Background: an optimization exercise with open tools, aiming at a short achievable clock period and few clock cycles. Do not read the settings as production practice. Power and IR drop assume default switching activity.

==> inputs of trial 42 <==
==> flow/design.v (excerpt) <==
module s3lcd_compositor (
    input  wire        clk,
    input  wire        rst,
    input  wire        cmd_valid,
    output reg         cmd_ready,
    input  wire [7:0]  cmd_op,
    input  wire [31:0] cmd_x,
    input  wire [31:0] cmd_y,
    input  wire [31:0] cmd_w,
    input  wire [31:0] cmd_h,
    input  wire [15:0] cmd_color,
    input  wire [7:0]  cmd_alpha,
    input  wire [1:0]  cmd_wrap,       
    input  wire [31:0] cmd_src,        
    output reg         src_en,
    output reg  [31:0] src_addr,
    input  wire [15:0] src_data,
    output reg         rd_en,
    output reg  [11:0] rd_addr,
    input  wire [15:0] rd_data,
    output reg         wr_en,
    output reg  [11:0] wr_addr,
    output reg  [15:0] wr_data,
    output reg  [1:0]  rotation
);
    localparam [7:0] OP_SET_ROTATION = 8'h01;
    localparam [7:0] OP_CLEAR        = 8'h02;
    localparam [7:0] OP_SET_PIXEL    = 8'h10;
    localparam [7:0] OP_HLINE        = 8'h11;
    localparam [7:0] OP_VLINE        = 8'h12;
    localparam [7:0] OP_FILL_RECT    = 8'h13;
    localparam [7:0] OP_BLIT         = 8'h20;
    reg  [3:0] rot_i;
    wire [1:0] rsel = {rot_i[3] | rot_i[2], rot_i[3] | rot_i[1]};
    reg [6:0] fb_w, fb_h;
    always @(*) begin
        case (rsel)
            2'd0:    begin fb_w = 7'd64; fb_h = 7'd48; end
            2'd1:    begin fb_w = 7'd48; fb_h = 7'd64; end
            2'd2:    begin fb_w = 7'd40; fb_h = 7'd30; end
            default: begin fb_w = 7'd7;  fb_h = 7'd5;  end
        endcase
    end
    wire [5:0] wm1 = fb_w[5:0] - 6'd1;
    wire [5:0] hm1 = fb_h[5:0] - 6'd1;
    wire [5:0] wm2 = fb_w[5:0] - 6'd2;
    wire [5:0] hm2 = fb_h[5:0] - 6'd2;
    reg st1, st2, stmul;
    reg stn1, stn2, stn3, stn4, stdx, stdy, stdf;
    reg pass2;
    reg g_run;
    reg [31:0] c_x, c_y, c_w, c_h;
    reg [15:0] c_color;
    reg [7:0]  c_alpha;
    reg [31:0] c_src;
  ...
export LEC_CHECK = 0
export ABC_CLOCK_PERIOD_IN_PS = 3000
export CAP_MARGIN = 20
export CORE_MARGIN = 2
export CORE_UTILIZATION = 55
export PLACE_DENSITY = 0.7
export SLEW_MARGIN = 20
create_clock -name core_clock -period 10.0 [get_ports {clk}]
standard.sh (not shown) runs the stock make flow with config.mk's settings and CLKGATE_MAP_FILE= SYNTH_SCRIPT=/design/flow/synth_recipe.tcl, a recipe that flattens the netlist after the stock synthesis.
==> flow/flow/run.sh <==
#!/bin/bash
# Standard ORFS layout (the standard.sh, unchanged synthesis), with the
# timing-repair steps asked to reach a larger setup margin at the design's
# own clock period and constraints. Each step's full output is in orfs/logs;
# make's own output is in flow_make.log.
set -euo pipefail
bash standard.sh SETUP_SLACK_MARGIN=7.0 finish > flow_make.log 2>&1
==> trial 57: changes against trial 42 <==
--- a/flow/design.v
+++ b/flow/design.v
@@ -26,19 +26,17 @@
     localparam [7:0] OP_SET_ROTATION = 8'h01;
     localparam [7:0] OP_CLEAR        = 8'h02;
     localparam [7:0] OP_SET_PIXEL    = 8'h10;
     localparam [7:0] OP_HLINE        = 8'h11;
     localparam [7:0] OP_VLINE        = 8'h12;
     localparam [7:0] OP_FILL_RECT    = 8'h13;
     localparam [7:0] OP_BLIT         = 8'h20;
-    reg  [3:0] rot_i;
-    wire [1:0] rsel = {rot_i[3] | rot_i[2], rot_i[3] | rot_i[1]};
     reg [6:0] fb_w, fb_h;
     always @(*) begin
-        case (rsel)
+        case (rotation)
             2'd0:    begin fb_w = 7'd64; fb_h = 7'd48; end
             2'd1:    begin fb_w = 7'd48; fb_h = 7'd64; end
             2'd2:    begin fb_w = 7'd40; fb_h = 7'd30; end
             default: begin fb_w = 7'd7;  fb_h = 7'd5;  end
         endcase
     end
     wire [5:0] wm1 = fb_w[5:0] - 6'd1;
@@ -83,16 +81,16 @@
             ge = (v >= $signed({4'd0, n}));
             fw = (v >= -$signed({4'd0, n})) && (v < $signed({3'd0, n, 1'b0}));
             wrapc = {fw, ge, v[10] ? p[5:0] : (ge ? m[5:0] : v[5:0])};
         end
     endfunction
     wire [7:0] wx0 = wrapc(xs, 7'd64), wx1 = wrapc(xs, 7'd48), wx2 = wrapc(xs, 7'd40), wx3 = wrapc(xs, 7'd7);
     wire [7:0] wy0 = wrapc(ys, 7'd48), wy1 = wrapc(ys, 7'd64), wy2 = wrapc(ys, 7'd30), wy3 = wrapc(ys, 7'd5);
-    wire [7:0] wx = rot_i[0] ? wx0 : rot_i[1] ? wx1 : rot_i[2] ? wx2 : wx3;
-    wire [7:0] wy = rot_i[0] ? wy0 : rot_i[1] ? wy1 : rot_i[2] ? wy2 : wy3;
+    wire [7:0] wx = (rotation == 2'd0) ? wx0 : (rotation == 2'd1) ? wx1 : (rotation == 2'd2) ? wx2 : wx3;
+    wire [7:0] wy = (rotation == 2'd0) ? wy0 : (rotation == 2'd1) ? wy1 : (rotation == 2'd2) ? wy2 : wy3;
     wire [5:0] x_wr = wx[5:0];
     wire       x_ge = wx[6];
     wire       x_fw = wx[7];
     wire [5:0] y_wr = wy[5:0];
     wire       y_ge = wy[6];
     wire       y_fw = wy[7];
     wire signed [10:0] xe = xs + ws - 11'sd1;
@@ -138,15 +136,15 @@
     wire [7:0] div_trial = {div_rem[6:0], div_mag[31]};
     wire [7:0] div_next  = (div_trial >= {1'b0, div_mod}) ? div_trial - {1'b0, div_mod} : div_trial;
     wire [6:0] div_res   = (div_neg && div_rem != 8'd0) ? div_mod - div_rem[6:0] : div_rem[6:0];
     wire [31:0] mag_x = c_x[31] ? (~c_x + 32'd1) : c_x;
     wire [31:0] mag_y = c_y[31] ? (~c_y + 32'd1) : c_y;
     reg [11:0] addr0, addr0w, ymul;
     always @(*) begin
-        case (rsel)
+        case (rotation)
             2'd0: begin
                 addr0  = {s_y0, s_x0};
                 addr0w = {s_y0 + 6'd1, s_x0};
                 ymul   = {s_y0, 6'd0};
             end
             2'd1: begin
                 addr0  = {1'b0, s_y0, 5'd0} + {2'b0, s_y0, 4'd0} + {6'd0, s_x0};
@@ -178,72 +176,70 @@
                 3'b100: xbig = ~e[10] & (e[9:0] >= 10'd47);
                 3'b101: xbig = ~e[10] & (e[9:0] >= 10'd63);
                 3'b110: xbig = ~e[10] & (e[9:0] >= 10'd29);
                 default: xbig = ~e[10] & (e[9:0] >= 10'd4);
             endcase
         end
     endfunction
-    wire x_big = xbig(s_xe, rsel, 1'b0);
-    wire y_big = xbig(s_ye, rsel, 1'b1);
+    wire x_big = xbig(s_xe, rotation, 1'b0);
+    wire y_big = xbig(s_ye, rotation, 1'b1);
     wire [5:0] xe6m1 = s_xe[5:0] - 6'd1;
     wire [5:0] ye6m1 = s_ye[5:0] - 6'd1;
     wire [5:0] xl_m1 = x_big ? wm2 : xe6m1;
     wire [5:0] yl_m1 = y_big ? hm2 : ye6m1;
     wire x0_wm1 = (s_x0 == wm1);
     wire y0_hm1 = (s_y0 == hm1);
     wire x_one = x_big ? x0_wm1 : (s_x0 == s_xe[5:0]);    
     wire y_one = y_big ? y0_hm1 : (s_y0 == s_ye[5:0]);    
     wire s_empty = s_pe | s_xe[10] | s_ye[10];
     wire i_atb  = m_wv ? y0_hm1 : m_wh ? x0_wm1 : x_one;
     wire i_last = m_rect ? (x_one & y_one) : s_cnt1;
     wire [31:0] sptr0 = c_src + {b_skx[30:0], 1'b0};
     reg [5:0]  g_pos, g_posreset, g_poslim_m1, g_row, g_yl_m1;
     reg        g_single, g_atb, g_rowlast, g_cnt1, g_last;
-    reg [11:0] g_addr, g_rownext, g_rowstep, g_step;
-    reg [31:0] g_sptr;
+    reg [11:0] g_rownext, g_rowstep, g_step;
     reg [31:0] g_cnt;
     reg [31:0] srow2;
     reg [31:0] mul_q, mul_m;
     wire        bnd       = g_atb;
-    wire [11:0] step_addr = g_addr + g_step;
+    wire [11:0] step_addr = rd_addr + g_step;
     wire [5:0]  r_pos     = bnd ? g_posreset : g_pos + 6'd1;
     wire        r_atb     = bnd ? g_single : (g_pos == g_poslim_m1);
     wire        r_rowlast = bnd ? (g_row == g_yl_m1) : g_rowlast;
     wire        r_cnt1    = (g_cnt == 32'd2);
     wire        r_last    = m_rect ? (r_atb & r_rowlast) : r_cnt1;
     wire [11:0] r_addr    = bnd ? g_rownext : step_addr;
-    wire [31:0] r_sptr    = bnd ? srow2 : g_sptr + 32'd2;
+    wire [31:0] r_sptr    = bnd ? srow2 : src_addr + 32'd2;
     wire        mul_done  = (mul_q[31:1] == 31'd0);
-    wire [31:0] mul_sum   = g_sptr + mul_m;
-    wire [31:0] mul_ptr   = mul_q[0] ? mul_sum : g_sptr;
+    wire [31:0] mul_sum   = src_addr + mul_m;
     reg  [11:0] n_addr;
     reg         n_run, n_last;
     always @(*) begin
-        n_addr = g_addr;
+        n_addr = rd_addr;
         n_run  = 1'b0;
         n_last = g_last;
         if (st2) begin
             n_addr = addr0;
             n_run  = ~s_empty & ~s_needmul;
             n_last = i_last;
         end else if (stmul) begin
             n_run  = mul_done;
         end else if (g_run) begin
             n_addr = r_addr;
             n_run  = ~g_last;
             n_last = r_last;
         end
     end
-    reg        p1_v, p2_v;
-    reg [11:0] p1_a, p2_a;
-    reg        p1_l, p2_l;
-    reg [15:0] f1;
-    reg [10:0] qf_rh, qf_rl, qf_gh, qf_gl, qf_bh, qf_bl;    
-    reg [10:0] qb_rh, qb_rl, qb_gh, qb_gl, qb_bh, qb_bl;
-    reg        wdone;                 
+    reg        p1_v, p2_v, p3_v;
+    reg [11:0] p1_a, p2_a, p3_a;
+    reg        p1_l, p2_l, p3_l;
+    reg [15:0] rdq, fq, f2;
+    reg [13:0] pf_r, pb_r, pf_b, pb_b;
+    reg [14:0] pf_g, pb_g;
+    reg        wr_last;
     function [10:0] tsel;      
         input [2:0]  k;
         input [7:0]  a;
         input [10:0] t3, t5, t6, t7;
         begin
             case (k)
                 3'd0: tsel = 11'd0;
@@ -253,19 +249,30 @@
                 3'd4: tsel = {1'd0, a, 2'b0};
                 3'd5: tsel = t5;
                 3'd6: tsel = t6;
                 default: tsel = t7;
             endcase
         end
     endfunction
-    wire [7:0]  inv_a = ~c_alpha;
-    wire [15:0] fin   = m_blit ? src_data : c_color;
-    wire [14:0] sum_r = {qf_rh, 3'b0} + {3'b0, qf_rl} + {qb_rh, 3'b0} + {3'b0, qb_rl};
-    wire [14:0] sum_g = {qf_gh, 3'b0} + {3'b0, qf_gl} + {qb_gh, 3'b0} + {3'b0, qb_gl};
-    wire [14:0] sum_b = {qf_bh, 3'b0} + {3'b0, qf_bl} + {qb_bh, 3'b0} + {3'b0, qb_bl};
+    wire [7:0] inv_a = ~c_alpha;
+    wire [10:0] fa_r_hi = tsel({1'b0, fq[15:14]}, c_alpha, ta3, ta5, ta6, ta7);
+    wire [10:0] fa_r_lo = tsel(fq[13:11], c_alpha, ta3, ta5, ta6, ta7);
+    wire [10:0] fa_g_hi = tsel(fq[10:8],  c_alpha, ta3, ta5, ta6, ta7);
+    wire [10:0] fa_g_lo = tsel(fq[7:5],   c_alpha, ta3, ta5, ta6, ta7);
+    wire [10:0] fa_b_hi = tsel({1'b0, fq[4:3]}, c_alpha, ta3, ta5, ta6, ta7);
+    wire [10:0] fa_b_lo = tsel(fq[2:0],   c_alpha, ta3, ta5, ta6, ta7);
+    wire [10:0] ba_r_hi = tsel({1'b0, rdq[15:14]}, inv_a, ti3, ti5, ti6, ti7);
+    wire [10:0] ba_r_lo = tsel(rdq[13:11], inv_a, ti3, ti5, ti6, ti7);
+    wire [10:0] ba_g_hi = tsel(rdq[10:8],  inv_a, ti3, ti5, ti6, ti7);
+    wire [10:0] ba_g_lo = tsel(rdq[7:5],   inv_a, ti3, ti5, ti6, ti7);
+    wire [10:0] ba_b_hi = tsel({1'b0, rdq[4:3]}, inv_a, ti3, ti5, ti6, ti7);
+    wire [10:0] ba_b_lo = tsel(rdq[2:0],   inv_a, ti3, ti5, ti6, ti7);
+    wire [14:0] sum_r = pf_r + pb_r;
+    wire [15:0] sum_g = pf_g + pb_g;
+    wire [14:0] sum_b = pf_b + pb_b;
     wire [15:0] blended = {sum_r[12:8], sum_g[13:8], sum_b[12:8]};
     wire accept = cmd_ready & cmd_valid;
     always @(posedge clk) begin
         if (cmd_ready) begin
             c_x     <= cmd_x;
             c_y     <= cmd_y;
             c_w     <= cmd_w;
@@ -358,108 +365,105 @@
         if (stdf) begin
             div_rem <= 8'd0;
             div_cnt <= 6'd0;
             div_y   <= 1'b1;
             div_neg <= c_y[31];
             div_mag <= mag_y;
         end
-        g_addr  <= n_addr;
+        rd_addr <= n_addr;
         g_last  <= n_last;
-        rd_addr  <= st2 ? addr0 : stmul ? g_addr : r_addr;
-        src_addr <= st2 ? sptr0 : stmul ? mul_ptr : r_sptr;
         if (st2) begin
             g_pos       <= m_wv ? s_y0 : s_x0;
             g_posreset  <= m_rect ? s_x0 : 6'd0;
             g_poslim_m1 <= m_wv ? hm2 : m_wh ? wm2 : xl_m1;
             g_single    <= m_rect & x_one;
             g_atb       <= i_atb;
             g_row       <= s_y0;
             g_yl_m1     <= yl_m1;
             g_rowlast   <= y_one;
             g_rownext   <= m_wv ? {6'd0, s_x0} : m_wh ? ymul : addr0w;
             g_rowstep   <= m_rect ? {5'd0, fb_w} : 12'd0;
             g_step      <= m_wv ? {5'd0, fb_w} : 12'd1;
             g_cnt       <= s_cnt;
             g_cnt1      <= s_cnt1;
-            g_sptr      <= sptr0;
+            src_addr    <= sptr0;
             srow2       <= b_srcst + {b_skx[30:0], 1'b0};
             mul_q       <= b_sky;
             mul_m       <= b_stride;
         end else if (stmul) begin
-            g_sptr <= mul_ptr;
-            if (mul_q[0]) srow2 <= srow2 + mul_m;
+            if (mul_q[0]) begin
+                src_addr <= mul_sum;
+                srow2    <= srow2 + mul_m;
+            end
             mul_q <= mul_q >> 1;
             mul_m <= mul_m << 1;
         end else if (g_run) begin
             g_pos     <= r_pos;
             g_atb     <= r_atb;
             g_rowlast <= r_rowlast;
             g_cnt     <= g_cnt - 32'd1;
             g_cnt1    <= r_cnt1;
             if (bnd) begin
                 g_row     <= g_row + 6'd1;
                 g_rownext <= g_rownext + g_rowstep;
                 srow2     <= srow2 + b_stride;
             end
-            g_sptr <= r_sptr;
+            src_addr <= r_sptr;
         end
-        p1_a <= g_addr;
+        p1_a <= rd_addr;
         p1_l <= g_last;
         p2_a <= p1_a;
         p2_l <= p1_l;
-        f1    <= fin;
-        qf_rh <= tsel({1'b0, fin[15:14]}, c_alpha, ta3, ta5, ta6, ta7);
-        qf_rl <= tsel(fin[13:11],         c_alpha, ta3, ta5, ta6, ta7);
-        qf_gh <= tsel(fin[10:8],          c_alpha, ta3, ta5, ta6, ta7);
-        qf_gl <= tsel(fin[7:5],           c_alpha, ta3, ta5, ta6, ta7);
-        qf_bh <= tsel({1'b0, fin[4:3]},   c_alpha, ta3, ta5, ta6, ta7);
-        qf_bl <= tsel(fin[2:0],           c_alpha, ta3, ta5, ta6, ta7);
-        qb_rh <= tsel({1'b0, rd_data[15:14]}, inv_a, ti3, ti5, ti6, ti7);
-        qb_rl <= tsel(rd_data[13:11],         inv_a, ti3, ti5, ti6, ti7);
-        qb_gh <= tsel(rd_data[10:8],          inv_a, ti3, ti5, ti6, ti7);
-        qb_gl <= tsel(rd_data[7:5],           inv_a, ti3, ti5, ti6, ti7);
-        qb_bh <= tsel({1'b0, rd_data[4:3]},   inv_a, ti3, ti5, ti6, ti7);
-        qb_bl <= tsel(rd_data[2:0],           inv_a, ti3, ti5, ti6, ti7);
+        p3_a <= p2_a;
+        p3_l <= p2_l;
+        rdq  <= rd_data;
+        fq   <= m_blit ? src_data : c_color;
+        f2   <= fq;
+        pf_r <= {fa_r_hi, 3'b0} + {3'b0, fa_r_lo};
+        pf_g <= {1'b0, fa_g_hi, 3'b0} + {4'b0, fa_g_lo};
+        pf_b <= {fa_b_hi, 3'b0} + {3'b0, fa_b_lo};
+        pb_r <= {ba_r_hi, 3'b0} + {3'b0, ba_r_lo};
+        pb_g <= {1'b0, ba_g_hi, 3'b0} + {4'b0, ba_g_lo};
+        pb_b <= {ba_b_hi, 3'b0} + {3'b0, ba_b_lo};
         if (m_fillopq) begin
-            wr_addr <= st2 ? addr0 : r_addr;
+            wr_addr <= n_addr;
+            wr_last <= n_last;
             wr_data <= c_color;
         end else begin
-            wr_addr <= p2_a;
-            wr_data <= m_opq ? f1 : blended;
+            wr_addr <= p3_a;
+            wr_last <= p3_l;
+            wr_data <= m_opq ? f2 : blended;
         end
         if (rst) begin
             cmd_ready <= 1'b1;
             rotation  <= 2'd0;
-            rot_i     <= 4'b0001;
-            wdone     <= 1'b0;
             st1 <= 1'b0; st2 <= 1'b0; stmul <= 1'b0;
             stn1 <= 1'b0; stn2 <= 1'b0; stn3 <= 1'b0; stn4 <= 1'b0;
             stdx <= 1'b0; stdy <= 1'b0; stdf <= 1'b0;
             pass2 <= 1'b0;
             g_run  <= 1'b0;
             rd_en  <= 1'b0;
             src_en <= 1'b0;
             wr_en  <= 1'b0;
-            p1_v <= 1'b0; p2_v <= 1'b0;
+            p1_v <= 1'b0; p2_v <= 1'b0; p3_v <= 1'b0;
         end else begin
             st1   <= accept;
             st2   <= 1'b0;
             stn1  <= 1'b0;
             stn2  <= stn1;
             stn3  <= stn2;
             stn4  <= stn3;
             stdf  <= 1'b0;
             stmul <= 1'b0;
             if (accept) pass2 <= 1'b0;
             if (cmd_ready) cmd_ready <= ~cmd_valid;
-            else           cmd_ready <= wdone;
+            else           cmd_ready <= wr_en & wr_last;
             if (st1) begin
                 if (d_rot) begin
                     rotation  <= c_x[1:0];
-                    rot_i     <= 4'b0001 << c_x[1:0];
                     cmd_ready <= 1'b1;
                 end else if (!d_draw || (a_zero && !d_clr)) begin
                     cmd_ready <= 1'b1;
                 end else if (!fast) begin
                     stn1 <= 1'b1;
                 end else begin
                     st2 <= 1'b1;
@@ -486,12 +490,12 @@
             end
             if (stmul && !mul_done) stmul <= 1'b1;
             g_run  <= n_run;
             rd_en  <= n_run & ~m_fillopq;
             src_en <= n_run & m_blit;
             p1_v   <= g_run & ~m_fillopq;
             p2_v   <= p1_v;
-            wr_en  <= m_fillopq ? n_run : p2_v;
-            wdone  <= m_fillopq ? (n_run & n_last) : (p2_v & p2_l);
+            p3_v   <= p2_v;
+            wr_en  <= m_fillopq ? n_run : p3_v;
         end
     end
 endmodule
CORE_UTILIZATION = 40   (was 55)
PLACE_DENSITY = 0.6   (was 0.7)
==> summary of the runs <==
Trial 57 passed the timing, design-rule and antenna checks. Trial 42 passed the timing, design-rule and antenna checks. Of trial 57 and trial 42, trial 42 has the higher area after synthesis (gap about 2%, measured against trial 42). Total power: trial 42 is larger than trial 57 (about 0.5%). Of trial 42 and trial 57, trial 57 has the higher worst setup slack (gap 48 ps). In trial 57 the cell count is larger than in trial 42, by 5.8%. Against trial 57, the sequential power of trial 42 is larger by about 2%. Register-to-register slack: trial 57 is higher than trial 42 (50 ps). Of trial 57 and trial 42, trial 42 has the higher worst hold slack (gap 1.4 ps).
Function was not checked in any run of this note: the RTL went through the layout flow alone.

[what the ideal ports hide]
How much do the figures lean on ideal ports? The routed layouts below were timed once more, with nothing changed but the port constraints. Step 1: set_driving_cell puts a clkbuf_16 on clk and a buf_2 on each other input, an assumption about the parent block. Step 2, shift: input delay + t, output delay - t, t = (earliest + latest rising clock arrival at the registers) / 2. This alone moves slack from input paths to output paths. a / b / c = no drivers / after step 1 / after step 2; a / b = the first two.
run	shift t [ns]	slack for setup (ns)	worst hold slack (ns)
trial 42	0.830	6.476 / 6.476 / 6.216	0.327 / 0.327 / 0.327
trial 57	0.849	6.524 / 6.484 / 6.351	0.326 / 0.326 / 0.326
After both steps setup and hold are still met in every run listed. The setup slack of trial 42, which loses most, moves by 0.000 ns with the drivers and by -0.260 ns with both steps.
